Context: an optimization exercise on an open-source flow, tuned for small area, a short achievable clock period and few clock cycles. The choices shown serve that exercise and are no tape-out recipe.
Function was checked by simulation only, so behaviour that the tests miss may differ from the original.

$ cat flow/design.v
module nasa_scale_enc (
    input  wire        clk,
    input  wire        rst,
    input  wire        start,
    input  wire [31:0] q_num,       
    input  wire [15:0] q_den,       
    input  wire [15:0] a_num,       
    input  wire [15:0] a_den,       
    input  wire [1:0]  width,       
    input  wire        is_signed,
    output wire        ready,
    output reg         done,
    output reg  [31:0] bytes_out,
    output reg         range_err
);
    localparam NB = 48;              
    localparam [1:0] S_IDLE = 2'd0,
                     S_DIV  = 2'd1,
                     S_FIN  = 2'd2;
    reg [1:0]    state;
    reg [5:0]    step;
    reg          neg;                
    reg [NB-1:0] quo;                
    reg [32:0]   rem;
    reg [31:0]   den;
    reg [1:0]    w_r;
    reg          s_r;
    wire [31:0] q_mag = q_num[31] ? (~q_num + 32'd1) : q_num;
    wire [NB-1:0] n_mag = q_mag * a_den;
    wire [31:0] d_val  = q_den * a_num;
    wire [32:0] rem_sh  = {rem[31:0], quo[NB-1]};
    wire [33:0] rem_sub = {1'b0, rem_sh} - {2'b0, den};
    wire        q_bit   = !rem_sub[33];
    wire [33:0] rem2   = {rem, 1'b0};
    wire        rnd_up = (rem2 > {2'b0, den}) || ((rem2 == {2'b0, den}) && quo[0]);
    wire [NB:0] mag    = {1'b0, quo} + {{NB{1'b0}}, rnd_up};
    wire        is_zero = (mag == 0);
    wire [NB+1:0] p    = (neg && !is_zero) ? -{1'b0, mag} : {1'b0, mag};
    reg          in_range;
    reg [31:0]   bytes_v;
    always @* begin
        case (w_r)
            2'd0: begin
                if (s_r) in_range = (neg && !is_zero) ? (mag <= 49'd128)        : (mag <= 49'd127);
                else     in_range = (neg && !is_zero) ? 1'b0                    : (mag <= 49'd255);
                bytes_v = {24'd0, p[7:0]};
            end
            2'd1: begin
                if (s_r) in_range = (neg && !is_zero) ? (mag <= 49'd32768)      : (mag <= 49'd32767);
                else     in_range = (neg && !is_zero) ? 1'b0                    : (mag <= 49'd65535);
                bytes_v = {16'd0, p[15:0]};
            end
            default: begin
                if (s_r) in_range = (neg && !is_zero) ? (mag <= 49'd2147483648) : (mag <= 49'd2147483647);
                else     in_range = (neg && !is_zero) ? 1'b0                    : (mag <= 49'd4294967295);
                bytes_v = p[31:0];
            end
        endcase
    end
    assign ready = (state == S_IDLE);
    always @(posedge clk) begin
        if (rst) begin
            state     <= S_IDLE;
            step      <= 6'd0;
            neg       <= 1'b0;
            quo       <= {NB{1'b0}};
            rem       <= 33'd0;
            den       <= 32'd0;
            w_r       <= 2'd0;
            s_r       <= 1'b0;
            done      <= 1'b0;
            bytes_out <= 32'd0;
            range_err <= 1'b0;
        end else begin
            done <= 1'b0;
            case (state)
                S_IDLE: begin
                    if (start) begin
                        neg   <= q_num[31];
                        quo   <= n_mag;
                        rem   <= 33'd0;
                        den   <= d_val;
                        w_r   <= width;
                        s_r   <= is_signed;
                        step  <= 6'd0;
                        state <= S_DIV;
                    end
                end
                S_DIV: begin
                    rem  <= q_bit ? rem_sub[32:0] : rem_sh;
                    quo  <= {quo[NB-2:0], q_bit};
                    step <= step + 6'd1;
                    if (step == NB - 1) state <= S_FIN;
                end
                S_FIN: begin
                    done      <= 1'b1;
                    range_err <= !in_range;
                    bytes_out <= in_range ? bytes_v : 32'd0;
                    state     <= S_IDLE;
                end
                default: state <= S_IDLE;
            endcase
        end
    end
endmodule
$ cat flow/run.sh
#!/bin/bash
# synth_recipe.tcl (not shown) runs the flow's synth.tcl, then flattens the netlist and writes it again
# the make line also repeats each setting of config.mk as NAME=value (left out here)
make -C /OpenROAD-flow-scripts/flow DESIGN_CONFIG=/design/flow/config.mk WORK_HOME=/design/flow/orfs CLKGATE_MAP_FILE= SYNTH_SCRIPT=/design/flow/synth_recipe.tcl finish
$ cat flow/config.mk
export PLATFORM = sky130hd
export DESIGN_NAME = nasa_scale_enc
export DESIGN_NICKNAME = nasa_scale_enc
export VERILOG_FILES = /design/flow/design.v
export SDC_FILE = /design/flow/constraint.sdc
export NUM_CORES = 4
export LEC_CHECK = 0
export CAP_MARGIN = 20
export CORE_MARGIN = 2
export CORE_UTILIZATION = 40
export SLEW_MARGIN = 20
$ cat flow/constraint.sdc
create_clock -name core_clock -period 12.0 [get_ports {clk}]
set_input_delay 2.4000 -clock core_clock [delete_from_list [all_inputs] [get_ports {clk}]]
set_output_delay 2.4000 -clock core_clock [all_outputs]
set_load 0.01 [all_outputs]
==> impl_results.md, run 1 <==
- Status: complete, no violations
- Post-cts gate resize count: 0
- Die area: 89440 um2
- Crit-path slowest cell: fa_1
- Post-route clock period utilization: 94.90%
- Met2 GRT Util: 34.28%
- Sink Count: 159
- Clock latency (worst-skew pair): 0.44 ns
- Post-synth EDFFs: 0
- Post-synth net total: 5098
- Fin. max-slew vios: 0
- Leading area contributor after synthesis: fa_1
- First-pass GRT wire length: 152600 um
- Final setup fails: 0
- Largest net degree at the start of global routing: 62
- Setup repair after global routing missed its margin: no
- Syn avg cell area: 8.418 um2
- TritonCTS clock tree: done
- Hold Vio Cnt, Final: 0
- Cts-stage hold buffer count: 0
- Dpl hpwl: 70730 um
- NumNets Final: 5072
- Yosys top cell area share: 35.24%
- Synth Cell Area: 34830 um2
- DIE HEIGHT: 299.1 um
- Worst hold slack: 0.4497 ns
- Commonest non-fill, non-tap cell in the layout: inv_1
- Htree depth: 4
- Max frequency: 0.08782 GHz
- Vias in the first global route: 28308
- Critical path arrival: 11.75 ns
- Max Cap Viol: 0
- Crit-path max cell delay: 0.59 ns
- Commonest cells after routing, fill and taps aside: 714 x inv_1, 638 x nand2_1, 613 x fa_1, 328 x and2_1, 262 x ha_1
- Worst setup EP type: flop
- Grt met3 use: 2.515%
- Total GRT Usage: 21.03%
- Via/cell ratio: 5.204
- Worst-path clk slew: 0.07 ns
- Cell variety after synth: 84
- Layout cells sized above 1: 3.322%
- Skew final: 0.01376 ns
- Yosys warning count: 1
- Cells after Synth: 4137
- Remaining global-route overflow: 0
- Gr busiest metal: met2
- CTS root buf: clkbuf_16
- Post-synth top flop: dfxtp_1
- Critical Path Most Common Cell: fa_1
- Met1 track demand over resource: 30.22%
- RD Place Congestion: 0.8793
- Drt pass-1 iters: 5
- Remaining DRCs: 0
- Crit path kind: in -> reg
- Worst rel slew slack: 26.96%
- Max FO, Critical Path: 8
- Dominant cells by area after synthesis: fa_1 35%, ha_1 9.4%, dfxtp_1 9.1%
- Detailed-route via count: 27475
- Startpoint Class: input port
- TNS Setup: 0 ns
- Flops & latches, synth: 159
- Routed Antenna Nets: 0
- Setup WS pre-CTS: 0.2619 ns
- CTS buffer count: 17
- Total core area: 86480 um2
- DR WL/cell: 17.27 um
- Layout filler cell count: 8719
- Ys async rst share: 0%
- Row count: 108
- Post-CTS setup buffers: 0
- Initial Utilization: 40.27%
- Antenna violations before repair: 1
- Final WL: 91210 um
- Req. time, crit path: 12.36 ns
- Buffers on Ports: 120
- Fin crit period: 11.39 ns
- I/O pin count: 121
- Worst-margin pin slew: 1.092 ns
- Hold WC Path Type: reg -> reg
- DRT iter0 DRCs: 1715
- Clk buf depth: 2
- Synthesis-to-finish area growth: 8.414%
- Final worst slack: 0.6125 ns
- Die Width: 299.1 um
- Register area share after synthesis: 9.140%
state kept, by name, indices dropped and copies added (netlist names):
name,cells
done,1
s_r,1
state,2
neg,1
w_r,2
bytes_out,32
den,32
quo,48
rem,33
step,6
range_err,1
worst paths after layout:
check | depth (start not counted) | slack (ns) | endpoint | from
setup / recovery | 31 | 0.61 | quo[44] | q_num[2]
hold reg to reg | 2 | 0.45 | den[29] | den[29]
hold / removal | 2 | 0.45 | den[29] | den[29]
setup reg to reg | 25 | 4.43 | bytes_out[23] | den[16]
cell usage after synthesis (all sizes together) (38+ instances only):
cell type  count
inv          714
nand2        639
fa           613
and2         329
ha           262
clkbuf       184
a21oi        161
dfxtp        159
nor2         136
xnor2        131
o21ai         95
xor2          64
nand3         59
a21o          46
nor3          45
nand4         38
final cells by class:
class                      instances  area [um2]  share of cell area (%)
timing repair buffer             167        1530                   4.053
clock buffer                      21       470.5                   1.246
antenna                            1       2.502                0.006628
clock inverter                    11       128.9                  0.3413
multi-input combinational       3052       28320                   75.00
inverter                         714        2680                   7.098
tap                             1155        1445                   3.828
sequential                       159        3183                   8.431
worst max-delay path, delay by kind of cell:
| kind | cells | cell delay [ns] |
|---|---|---|
| fa+ha+maj | 7 | 3.46 |
| xor+xnor | 1 | 0.34 |
| buf+inv | 4 | 0.66 |
| compound gates | 8 | 1.92 |
| simple gates | 11 | 2.91 |
cell families (layout without fill, tap and decap cells):
logic type	after synthesis	in the layout	share of synthesized area (%)
AO/OA/AOI/OAI	554	554	10.58
XOR/XNOR	195	195	4.904
other	0	1	0
adder cells (fa/ha/maj)	875	875	44.65
AND/OR/NAND/NOR	1393	1393	19.63
flip-flops	159	159	9.140
buffers and inverters	926	913	10.08
multiplexers	35	35	1.010
metal layers:
metal	up-vias	wire length [um]
met3	83	4604
li1	12992	-
met1	13709	42620
met5	-	0
met2	691	42550
met4	0	1432
per-stage QoR:
stage / utilization (%) / instance area [um2] / std cells
after floorplan: - / 34830 / 4137
after global placement: 42.84 / 37050 / 5245
after detailed placement: 42.87 / 37080 / 5246
after global routing: 43.65 / 37750 / 5279
after CTS: 43.57 / 37680 / 5278
final: 43.66 / 37760 / 5280
Testbench counts, summed over its fixed seeds: cycles 160,008.
==> run 2, diff against run 1 <==
==> flow/design.v (replaced) <==
module nasa_scale_enc (
    input  wire        clk,
    input  wire        rst,
    input  wire        start,
    input  wire [31:0] q_num,       
    input  wire [15:0] q_den,       
    input  wire [15:0] a_num,       
    input  wire [15:0] a_den,       
    input  wire [1:0]  width,       
    input  wire        is_signed,
    output wire        ready,
    output reg         done,
    output reg  [31:0] bytes_out,
    output reg         range_err
);
    localparam [1:0] S_IDLE = 2'd0,
                     S_MUL  = 2'd1,
                     S_DIV  = 2'd2,
                     S_FIN  = 2'd3;
    reg  [1:0]  state;
    reg  [5:0]  cnt;
    reg         neg;         
    reg  [1:0]  w_r;
    reg         s_r;
    reg         ovf_hi;      
    reg  [65:0] x;           
    reg  [31:0] qx;          
    reg  [31:0] pd;          
    wire [15:0] mr_or = a_den | a_num;
    reg  [3:0]  top;
    integer i;
    always @* begin
        top = 4'd0;
        for (i = 0; i < 16; i = i + 1)
            if (mr_or[i]) top = i[3:0];
    end
    wire        bn    = x[0];
    wire [32:0] sum_n = {1'b0, x[47:16]} + (bn ? {1'b0, qx} : 33'd0) + {32'd0, bn & neg};
    wire [47:0] pn_nx = {sum_n, x[15:1]};
    wire        bd    = pd[0];
    wire [16:0] sum_d = {1'b0, pd[31:16]} + (bd ? {1'b0, x[65:50]} : 17'd0);
    wire [31:0] pd_nx = {sum_d, pd[15:1]};
    wire [65:0] x_al = (w_r == 2'd0) ? {pn_nx[41:0], 24'd0} :
                       (w_r == 2'd1) ? {2'd0, pn_nx, 16'd0} :
                                       {18'd0, pn_nx};
    wire        hi_al = (w_r == 2'd0) && (|pn_nx[47:42]);
    wire [33:0] rem_sh = x[65:32];
    wire [34:0] diff   = {1'b0, rem_sh} - {3'd0, pd};
    wire        q_bit  = !diff[34];
    wire [31:0] quo    = x[32:1];
    wire        half   = x[0];
    wire        rnd_up = half && ((|x[65:33]) || quo[0]);
    wire [33:0] p      = ({2'd0, quo} ^ {34{neg}}) + {33'd0, rnd_up ^ neg};
    reg         in_range;
    reg  [31:0] bytes_v;
    always @* begin
        case (w_r)
            2'd0: begin
                in_range = s_r ? (&p[33:7] | ~|p[33:7]) : ~|p[33:8];
                bytes_v  = {24'd0, p[7:0]};
            end
            2'd1: begin
                in_range = s_r ? (&p[33:15] | ~|p[33:15]) : ~|p[33:16];
                bytes_v  = {16'd0, p[15:0]};
            end
            default: begin
                in_range = s_r ? (&p[33:31] | ~|p[33:31]) : ~|p[33:32];
                bytes_v  = p[31:0];
            end
        endcase
    end
    wire [5:0] last_div = (w_r == 2'd0) ? 6'd9 : (w_r == 2'd1) ? 6'd17 : 6'd33;
    assign ready = (state == S_IDLE);
    always @(posedge clk) begin
        if (rst) begin
            state <= S_IDLE;
            done  <= 1'b0;
        end else begin
            done <= 1'b0;
            case (state)
                S_IDLE: begin
                    if (start) begin
                        x     <= {q_den, 2'd0, 32'd0, a_den};
                        pd    <= {16'd0, a_num};
                        qx    <= q_num ^ {32{q_num[31]}};
                        neg   <= q_num[31];
                        w_r   <= width;
                        s_r   <= is_signed;
                        cnt   <= {2'd0, top};
                        state <= S_MUL;
                    end
                end
                S_MUL: begin
                    pd <= pd_nx;
                    if (cnt == 6'd0) begin
                        x      <= x_al;
                        ovf_hi <= hi_al;
                        state  <= S_DIV;
                    end else begin
                        x[47:0] <= pn_nx;
                        cnt     <= cnt - 6'd1;
                    end
                end
                S_DIV: begin
                    x   <= {q_bit ? diff[32:0] : rem_sh[32:0], x[31:0], q_bit};
                    cnt <= cnt + 6'd1;
                    if (cnt == 6'd0 && (ovf_hi || q_bit)) begin
                        done      <= 1'b1;
                        range_err <= 1'b1;
                        bytes_out <= 32'd0;
                        state     <= S_IDLE;
                    end else if (cnt == last_div) begin
                        state <= S_FIN;
                    end
                end
                S_FIN: begin
                    done      <= 1'b1;
                    range_err <= !in_range;
                    bytes_out <= in_range ? bytes_v : 32'd0;
                    state     <= S_IDLE;
                end
            endcase
        end
    end
endmodule
==> impl_results.md, run 2 <==
- Clk buf depth: 2 (unchanged)
- Worst setup EP type: flop (unchanged)
- Final setup fails: 0 (unchanged)
- Layout cells sized above 1: 6.481% (was 3.322%)
- Largest regs: x (66), bytes_out (32), pd (32) (was quo (48), rem (33))
- Critical Path Sink: bytes_out[3] (was quo[44])
- Max FO, Critical Path: 9 (was 8)
- Flops & latches, synth: 176 (was 159)
- Synthesis-to-finish area growth: 14.24% (was 8.414%)
- TritonCTS clock tree: done (unchanged)
- Synth Cell Area: 15670 um2 (was 34830 um2)
- Fin. max-slew vios: 0 (unchanged)
- Yosys top cell area share: 33.15% (was 35.24%)
- Critical path arrival: 6.20 ns (was 11.75 ns)
- Max frequency: 0.1704 GHz (was 0.08782 GHz)
- Top post-synthesis cells by count: 187 x nor2_1, 173 x edfxtp_1, 137 x nand2_1, 108 x a21oi_1, 89 x ha_1 (was 714 x inv_1, 639 x nand2_1, 613 x fa_1, 329 x and2_1, 262 x ha_1)
- Row count: 72 (was 108)
- Crit path from: x[46] (was q_num[2])
- Sink Count: 176 (was 159)
- TNS Setup: 0 ns (unchanged)
- Post-synth EDFFs: 173 (was 0)
- Count leader, synth: nor2_1 (was inv_1)
- First-pass GRT wire length: 80590 um (was 152600 um)
- Buffers on Ports: 120 (unchanged)
- Remaining DRCs: 0 (unchanged)
- Worst rel slew slack: 23.81% (was 26.96%)
- Yosys warning count: 1 (unchanged)
- Ys async rst share: 0% (unchanged)
- Initial Utilization: 40.55% (was 40.27%)
- Fin area: 17900 um2 (was 37760 um2)
- Status: complete, no violations (unchanged)
- CTS root buf: clkbuf_16 (unchanged)
- Leading area contributor after synthesis: edfxtp_1 (was fa_1)
- Via/cell ratio: 6.088 (was 5.204)
- Commonest cells after routing, fill and taps aside: 184 x nor2_1, 173 x edfxtp_1, 137 x nand2_1, 119 x clkdlybuf4s50_1, 107 x a21oi_1 (was 714 x inv_1, 638 x nand2_1, 613 x fa_1, 328 x and2_1, 262 x ha_1)
- I/O pin count: 121 (unchanged)
- Cell variety after synth: 90 (was 84)
- Cells after Synth: 1797 (was 4137)
- Setup WS pre-CTS: 6.345 ns (was 0.2619 ns)
- Reg-to-reg startpoint: x[46] (was den[16])
- Drt pass-1 iters: 6 (was 5)
- Worst-path clk slew: 0.08 ns (was 0.07 ns)
- Post-route clock period utilization: 48.91% (was 94.90%)
- Max reg flops: 66 (was 48)
- Antenna violations before repair: 1 (unchanged)
- Post-synth net total: 1977 (was 5098)
- R2r setup slk: 6.13 ns (was 4.43 ns)
- DIE HEIGHT: 201.9 um (was 299.1 um)
- Register bank with the most flops: x (was quo)
- Startpoint Class: flop (was input port)
- Post-place instance area: 17290 um2 (was 37080 um2)
- Crit path kind: reg -> reg (was in -> reg)
- Die area: 40780 um2 (was 89440 um2)
- Dominant cells by area after synthesis: edfxtp_1 33%, ha_1 7.1%, nor2_1 4.5% (was fa_1 35%, ha_1 9.4%, dfxtp_1 9.1%)
- Final WL: 53530 um (was 91210 um)
- Max Cap Viol: 0 (unchanged)
- DR WL/cell: 22.44 um (was 17.27 um)
- Ant. Diodes: 0 (was 1)
- Hold Vio Cnt, Final: 0 (unchanged)
- Post-CTS setup buffers: 0 (unchanged)
- Dpl hpwl: 40630 um (was 70730 um)
- DRT iter0 DRCs: 1425 (was 1715)
- Fin crit period: 5.869 ns (was 11.39 ns)
- Worst Reg2Reg Path Length in Cells: 17 (was 25)
- Total core area: 38650 um2 (was 86480 um2)
- Setup repair after global routing missed its margin: no (unchanged)
- Worst-margin pin slew: 1.114 ns (was 1.092 ns)
- R2r endpoint: bytes_out[3] (was bytes_out[23])
- Skew final: 0.01431 ns (was 0.01376 ns)
- Post-cts gate resize count: 0 (unchanged)
- Clock latency (worst-skew pair): 0.48 ns (was 0.44 ns)
- Hold WC Path Type: reg -> reg (unchanged)
- Routed Antenna Nets: 0 (unchanged)
- Vias in the first global route: 13183 (was 28308)
- Die Width: 201.9 um (was 299.1 um)
- Total GRT Usage: 25.86% (was 21.03%)
- Syn avg cell area: 8.721 um2 (was 8.418 um2)
- Post-synth top flop: edfxtp_1 (was dfxtp_1)
- Register area share after synthesis: 33.53% (was 9.140%)
- Final worst slack: 6.131 ns (was 0.6125 ns)
- RD Place Congestion: 0.9497 (was 0.8793)
- Detailed-route via count: 14519 (was 27475)
- Htree depth: 4 (unchanged)
- Commonest non-fill, non-tap cell in the layout: nor2_1 (was inv_1)
- NumNets Final: 2034 (was 5072)
- Largest net degree at the start of global routing: 81 (was 62)
- CTS buffer count: 17 (unchanged)
- Cts-stage hold buffer count: 0 (unchanged)
- Remaining global-route overflow: 0 (unchanged)
- Req. time, crit path: 12.33 ns (was 12.36 ns)
run 2: area by class of cell:
| cell class | instances | area (um2) |
|---|---|---|
| fillers | 3745 | 20740 |
| multi-input cells | 1435 | 9732 |
| flip-flops and latches | 176 | 5255 |
| repair buffers | 139 | 1339 |
| well taps | 518 | 648.1 |
| clock buffers | 18 | 429.2 |
| inverters | 85 | 319.1 |
| clock inverters | 14 | 180.2 |
run 2: worst max-delay path: stages, from the launching register on:
cell and delay [ns]:
edfxtp_1 0.46, nor4_1 0.64, nand4_1 0.26, nor4_1 0.27, nand4_1 0.18, nand2_1 0.15
xnor2_1 0.13, ha_1 0.28, nor2b_1 0.20, a22o_1 0.32, nand4_1 0.42, a211oi_1 0.55
mux2_2 0.41, a2111oi_0 0.42, nand4_1 0.16, o32a_2 0.45, a21boi_4 0.25, and2_1 0.17
run 2: stage by stage:
| stage | std cells | util, % | hold WS [ns] |
|---|---|---|---|
| 2_1_floorplan | 1797 | - | 0.5293 |
| 3_3_place_gp | 2353 | 44.75 | 0.5625 |
| 3_5_place_dp | 2353 | 44.75 | 0.5679 |
| 4_1_cts | 2385 | 46.32 | 0.5851 |
| 5_1_grt | 2385 | 46.32 | 0.6063 |
| 6_report | 2385 | 46.32 | 0.5831 |
run 2: cell families (layout without fill, tap and decap cells):
logic type,Yosys count,count (layout),synth area share [%]
fa+ha+maj,94,94,7.745
buf+inv,186,256,4.575
flops,176,176,33.53
xor+xnor,126,126,7.042
mux,69,69,4.671
compound gates,488,488,21.40
simple gates,658,658,21.04
run 2: how the worst min path moves through the flow:
| stage | startpoint | to | cells past startpoint |
|---|---|---|---|
| final | pd[5] | pd[4] | 1 |
| after global routing | pd[15] | pd[14] | 1 |
| after CTS | pd[5] | pd[4] | 1 |
| after detailed placement | pd[5] | pd[4] | 1 |
| after global placement | state[1] | state[1] | 2 |
| after floorplan | state[1] | state[1] | 2 |
run 2: per-layer routing:
layer  track usage (%)  share of wire (%)
met1             37.54                 46
met2             38.28                 43
met3             4.902                7.9
met4             9.007                2.8
met5                 0                  0
Testbench counts of run 2, summed over its fixed seeds: cycles 79,874.

-- separate check: timing with driven ports --
Ports are ideal in the flow. The routed layouts listed here were re-timed in OpenROAD.
Step 1: set_driving_cell puts a clkbuf_16 on clk and a buf_2 on each other input, an assumption about the parent block.
Step 2 times the ports against the registers' clock, not the clock port: input delays grow and output delays shrink by t, the midpoint of the rising clock arrivals with the driver on.
Three values: ideal ports, drivers, drivers and shift; two values: the first two.
| run | shift t [ns] | slack for setup (ns) | hold slack, ns | clock arrival spread, ns |
|---|---|---|---|---|
| run 1 | 0.488 | 0.612 / 0.555 / 0.067 | 0.450 / 0.450 / 0.450 | 0.013 / 0.014 |
| run 2 | 0.518 | 6.131 / 6.131 / 6.131 | 0.583 / 0.583 / 0.583 | 0.015 / 0.014 |
After both steps every run listed still meets setup and hold. For run 1, which loses most, drivers alone change the setup slack by -0.057 ns; drivers and shift together by -0.545 ns.
